Context: an optimization exercise on an open-source flow, tuned for small area, a short achievable clock period and few clock cycles. The choices shown serve that exercise and are no tape-out recipe. The RTL was checked by simulation tests, not by an equivalence proof against the original design. Power is estimated from default activity; no workload was simulated.

## v51
Design bitsync_decoder, start of the top module:
module bitsync_decoder (
    input  wire         clk,
    input  wire         rst,
    input  wire         ev_valid,
    input  wire         ev_resync,
    input  wire         ev_feed,
    input  wire         ev_bit,
    output wire         ev_ready,
    input  wire         forward_invalid,
    output wire         out_valid,
    output wire         out_record,
    output wire         out_crc_ok,
    output reg  [3:0]   out_kind,
    output wire [287:0] out_msg,
    output wire [15:0]  out_crc_calc,
    output wire [15:0]  out_crc_rx,
    output reg  [31:0]  cnt_attempt,
    output reg  [31:0]  cnt_pass,
    output reg  [31:0]  cnt_abandon
);
For scale: roughly 3,000 cells after synthesis, ~700 flip-flops, roughly 430 I/O pins.
clock: 17.0 ns
lec_check: 0
cap_margin: 20
core_margin: 2
core_utilization: 70
cts_cluster_diameter: 70
cts_cluster_size: 24
place_density: 0.8
slew_margin: 20
standard.sh (not shown) runs the stock make flow with config.mk's settings and CLKGATE_MAP_FILE= SYNTH_SCRIPT=/design/flow/synth_recipe.tcl, a recipe that flattens the netlist after the stock synthesis.
==> flow/flow/run.sh <==
#!/bin/bash
# Standard ORFS layout; only the port buffers are plain sky130 buffers
# (sky130_fd_sc_hd__buf_1) instead of the delay buffer buffer_ports picks.
set -euo pipefail
export BUFFER_PORTS_ARGS="-buffer_cell sky130_fd_sc_hd__buf_1"
bash standard.sh > standard_flow.log 2>&1
v51 ended with every stage complete and zero timing, DRC or antenna violations.
Testbench counts of v51, summed over its fixed seeds: cycles 39,048.
Inputs modified between v51 and v1:
Settings: PLACE_DENSITY: 0.8 -> 0.7; CORE_UTILIZATION: 70 -> 60.
Notes after the runs:
- v1: full flow OK, the timing, DRC and antenna checks passed
- The combinational power in v1 was higher than what v51 gave.
- Cmp v1 and v51 / clock-net power / higher: v1
- Looking at v1 and v51, the worst hold slack is a wash.
- For the placed cell count, v1 came in 90 higher than v51 did.
- v1 vs. v51: post-layout instance area now sits higher; sum of met3 wire segment lengths after detailed routing now sits lower.
- [v1] layout-stage area growth over the synthesis result rose 0.84 points relative to v51
- In the reports for v1 and v51, the larger sequential share of layout area belongs to v51.
- Compared with v51, in v1 clock network fraction of total power climbed 0.8 points, number of tap cells added at floorplan increased by about 15% relative to the old numbers.
> inputs changed (v1 -> v30)
Settings: CTS_CLUSTER_SIZE no longer set, was 24; PLACE_DENSITY now 0.74, was 0.7; CORE_UTILIZATION now 70, was 60; CTS_CLUSTER_DIAMETER no longer set, was 70.
==> flow/flow/run.sh <==
#!/bin/bash
# Standard ORFS layout with two changes: the port buffers are plain sky130
# buffers (sky130_fd_sc_hd__buf_1) instead of the delay buffer buffer_ports
# picks, and clock tree synthesis clusters up to 24 sinks within 70 um per
# leaf buffer and adds no dummy loads.
set -euo pipefail
export BUFFER_PORTS_ARGS="-buffer_cell sky130_fd_sc_hd__buf_1"
export CTS_ARGS="-sink_clustering_enable -repair_clock_nets -sink_clustering_size 24 -sink_clustering_max_diameter 70 -dont_use_dummy_load"
bash standard.sh > standard_flow.log 2>&1
Notes after the runs:
Post-detailed-route via-to-cell ratio: v30 > v1
v30 against v1: final standard cell count with taps included and fillers excluded down 127, setup slack fell 0.059 ns, global placement routability congestion -4.2%, setup slack on the worst flop-to-flop path went down by 0.36 ns, overall routed net length saw little to no change.
Capturing instance or port of the critical path: out_msg[30] -> v1, out_crc_rx[12] -> v30
Relative to v1, the share of layout cells above drive strength 1 of v30 is lower by 0.68 points.

bitsync_decoder again, from the RTL that the note above started with.
Design bitsync_decoder, start of the top module:
module bitsync_decoder (
    input  wire         clk,
    input  wire         rst,
    input  wire         ev_valid,
    input  wire         ev_resync,
    input  wire         ev_feed,
    input  wire         ev_bit,
    output wire         ev_ready,
    input  wire         forward_invalid,
    output wire         out_valid,
    output wire         out_record,
    output wire         out_crc_ok,
    output reg  [3:0]   out_kind,
    output wire [287:0] out_msg,
    output wire [15:0]  out_crc_calc,
    output wire [15:0]  out_crc_rx,
    output reg  [31:0]  cnt_attempt,
    output reg  [31:0]  cnt_pass,
    output reg  [31:0]  cnt_abandon
);
    reg         sync;
    reg  [4:0]  cnt5;       
    reg         par;        
    reg  [31:0] gb;         
    reg         fe;         
    reg  [3:0]  kf;         
    reg         sv;         
    reg  [1:0]  rsym;
    reg  [4:0]  ngrp;       
    reg  [2:0]  rel  [0:7];
    reg  [28:0] hist [0:7];   
    reg         e1, fin1, ov;
    reg  [4:0]  e1_idx;
    reg  [255:0] msg;       
    reg  [15:0] crc;
    reg         ok_r, rec_r;
    integer s;
    reg         rdy, i_acc, i_rs, i_fd, i_bit;
    assign ev_ready = rdy;
    always @(posedge clk) begin
        if (rst) begin
            rdy   <= 1'b1;
            i_acc <= 1'b0;
        end else begin
            rdy   <= ~(ev_valid & rdy & ev_resync);
            i_acc <= ev_valid & rdy;
        end
        i_rs  <= ev_resync;
        i_fd  <= ev_feed;
        i_bit <= ev_bit;
    end
    wire        acc      = i_acc;
    wire        hunt_eff = i_rs | ~sync;
    wire        abandon  = acc & i_rs & sync;
    wire        lk_feed  = acc & i_fd & ~hunt_eff;
    wire        last_grp = (ngrp == 5'd17);
    wire        grp_done = lk_feed & (cnt5 == 5'd31);
    wire        abort    = abandon & ~(last_grp & (fe | sv));
    wire [3:0]  jst = i_rs ? 4'd0 : cnt5[3:0];
    reg  [4:0]  kmp;
    always @* begin
        case (jst)
            4'd0:  kmp = i_bit ? 5'd1  : 5'd0;
            4'd1:  kmp = i_bit ? 5'd2  : 5'd0;
            4'd2:  kmp = i_bit ? 5'd2  : 5'd3;
            4'd3:  kmp = i_bit ? 5'd4  : 5'd0;
            4'd4:  kmp = i_bit ? 5'd2  : 5'd5;
            4'd5:  kmp = i_bit ? 5'd1  : 5'd6;
            4'd6:  kmp = i_bit ? 5'd7  : 5'd0;
  ...
export LEC_CHECK = 0
export CAP_MARGIN = 20
export CORE_MARGIN = 2
export CORE_UTILIZATION = 70
export PLACE_DENSITY = 0.8
export SLEW_MARGIN = 20
create_clock -name core_clock -period 17.0 [get_ports {clk}]
==> flow/flow/run.sh <==
#!/bin/bash
# Standard ORFS layout with two changes: the port buffers are plain sky130
# buffers (sky130_fd_sc_hd__buf_1) instead of the delay buffer buffer_ports
# picks, and clock tree synthesis clusters up to 24 sinks within 70 um per
# leaf buffer and adds no dummy loads.
set -euo pipefail
export BUFFER_PORTS_ARGS="-buffer_cell sky130_fd_sc_hd__buf_1"
export CTS_ARGS="-sink_clustering_enable -repair_clock_nets -sink_clustering_size 24 -sink_clustering_max_diameter 70 -dont_use_dummy_load"
bash standard.sh > standard_flow.log 2>&1
The starting point passed the timing, DRC and antenna checks.
Testbench counts at the start, summed over its fixed seeds: cycles 39,048.
==> next run, changes <==
==> flow/flow/run.sh (replaced) <==
#!/bin/bash
# Standard ORFS layout; only the port buffers are plain sky130 buffers
# (sky130_fd_sc_hd__buf_1) instead of the delay buffer buffer_ports picks.
set -euo pipefail
export BUFFER_PORTS_ARGS="-buffer_cell sky130_fd_sc_hd__buf_1"
bash standard.sh > standard_flow.log 2>&1
CORE_UTILIZATION = 78   (was 70)
PLACE_DENSITY = 0.88   (was 0.8)
Global-route usage rose by 17 points.
Clock power came out higher by about 65%.
Maximum frequency is lower by about 5.4%.
Die area is lower by 10%.
Total power grows by about 20%.
Design area rises by 3.3%.
Count of clock-buffer cells in the layout increases by 58.
Critical path depth increases by 1.
Via count went up by 15%.
Synthesized area does not change.
Routed wire length went up by 34%.
==> next run, changes <==
==> flow/flow/run.sh (replaced) <==
#!/bin/bash
# Standard ORFS layout with two changes: the port buffers are plain sky130
# buffers (sky130_fd_sc_hd__buf_1) instead of the delay buffer buffer_ports
# picks, and clock tree synthesis clusters sinks (-sink_clustering_size 30 -sink_clustering_max_diameter 80) per
# leaf buffer and adds no dummy loads.
set -euo pipefail
export BUFFER_PORTS_ARGS="-buffer_cell sky130_fd_sc_hd__buf_1"
export CTS_ARGS="-sink_clustering_enable -repair_clock_nets -sink_clustering_size 30 -sink_clustering_max_diameter 80 -dont_use_dummy_load"
bash standard.sh > standard_flow.log 2>&1
CORE_UTILIZATION = 70   (was 78)
PLACE_DENSITY = 0.8   (was 0.88)
- die area increases by about 11%
- clock skew came out higher by 0.050 ns
- global-route usage came out lower by 17 points
- wire length goes down by about 26%
- register-to-register slack improved by 0.58 ns
- cell area falls by 3.8%
- sequential share of layout area grows by 1.9 points
- non-clock buffer count grows by 2
- via count falls by about 13%
- setup slack gets better by 0.22 ns
==> next run, changes <==
==> flow/flow/run.sh (replaced) <==
#!/bin/bash
# Standard ORFS layout; only the port buffers are plain sky130 buffers
# (sky130_fd_sc_hd__buf_1) instead of the delay buffer buffer_ports picks.
set -euo pipefail
export BUFFER_PORTS_ARGS="-buffer_cell sky130_fd_sc_hd__buf_1"
bash standard.sh > standard_flow.log 2>&1
Outcome: The new run finished clean. Synthesized cell count stays the same. First-iteration DRC count grows by a few percent. Maximum frequency is about the same. Die area stays the same. Power went up by a quarter to a third. Routed wire length goes up by a few percent. Synthesized area stays the same. Global-route usage rose by 2.0 points. Core utilization went up by 3.4 points. Via count came out higher by a few percent. Register-to-register slack improved by 0.02 ns.
==> next run, changes <==
==> flow/flow/run.sh (replaced) <==
#!/bin/bash
# Standard ORFS layout with two changes: the port buffers are plain sky130
# buffers (sky130_fd_sc_hd__buf_1) instead of the delay buffer buffer_ports
# picks, and clock tree synthesis clusters sinks (-sink_clustering_size 24 -sink_clustering_max_diameter 70) per
# leaf buffer and adds no dummy loads.
set -euo pipefail
export BUFFER_PORTS_ARGS="-buffer_cell sky130_fd_sc_hd__buf_1"
export CTS_ARGS="-sink_clustering_enable -repair_clock_nets -sink_clustering_size 24 -sink_clustering_max_diameter 70 -dont_use_dummy_load"
bash standard.sh > standard_flow.log 2>&1
CORE_UTILIZATION = 73   (was 70)
PLACE_DENSITY = 0.82   (was 0.8)
The changed run finished with timing, DRC and antenna clean; wire length goes down by a few percent; clock power goes down by well over a third; cell area goes down by a few percent; worst setup slack degrades by 0.070 ns; critical path depth stays the same; via count goes down slightly.
==> next run, changes <==
==> flow/flow/run.sh (replaced) <==
#!/bin/bash
# Standard ORFS layout; only the port buffers are plain sky130 buffers
# (sky130_fd_sc_hd__buf_1) instead of the delay buffer buffer_ports picks.
set -euo pipefail
export BUFFER_PORTS_ARGS="-buffer_cell sky130_fd_sc_hd__buf_1"
bash standard.sh > standard_flow.log 2>&1
CORE_UTILIZATION = 60   (was 73)
PLACE_DENSITY = 0.7   (was 0.82)
Combinational power stays flat.
Global-route usage fell by 5.9 points.
Sequential power barely changes.
Clock skew fell by 0.035 ns.
Total power rose by 21%.
Wire length rose by 2.0%.
Fmax rose by 0.41%.
Flip-flop and latch count does not change.
Critical path depth stays the same.
Die area rose by 21%.

## re-timing with driven ports
The results above use ideal ports. As a check the final layouts listed here were re-extracted and re-timed, cells and wires unchanged. Step 1 assumes that a clkbuf_16 drives the clock port and a buf_2 every other input. Step 2, shift: input delay + t, output delay - t, t = (earliest + latest rising clock arrival at the registers) / 2. This alone moves slack from input paths to output paths. Slacks: ideal ports / drivers / drivers and shift; pairs: ideal ports / drivers.
run	shift t [ns]	setup slack, ns	worst hold slack (ns)	latest minus earliest clock arrival (ns)
v51	0.651	12.111 / 12.051 / 12.148	0.447 / 0.447 / 0.447	0.027 / 0.027
v1	0.656	12.040 / 11.977 / 12.299	0.450 / 0.450 / 0.450	0.035 / 0.036
v30	0.634	11.981 / 11.920 / 12.058	0.452 / 0.452 / 0.452	0.057 / 0.056
the first run of note 2	0.619	12.131 / 12.070 / 12.166	0.445 / 0.445 / 0.445	0.067 / 0.068
the second run of note 2	0.683	11.855 / 11.792 / 11.909	0.448 / 0.448 / 0.448	0.034 / 0.034
the third run of note 2	0.659	12.071 / 12.010 / 12.184	0.433 / 0.433 / 0.433	0.085 / 0.085
the fourth run of note 2	0.666	12.084 / 12.023 / 12.139	0.441 / 0.441 / 0.441	0.024 / 0.024
the fifth run of note 2	0.644	12.014 / 11.955 / 12.206	0.430 / 0.430 / 0.430	0.058 / 0.058
the sixth run of note 2	0.677	12.034 / 11.971 / 12.163	0.440 / 0.440 / 0.440	0.019 / 0.019
After both steps every run listed still meets setup and hold.
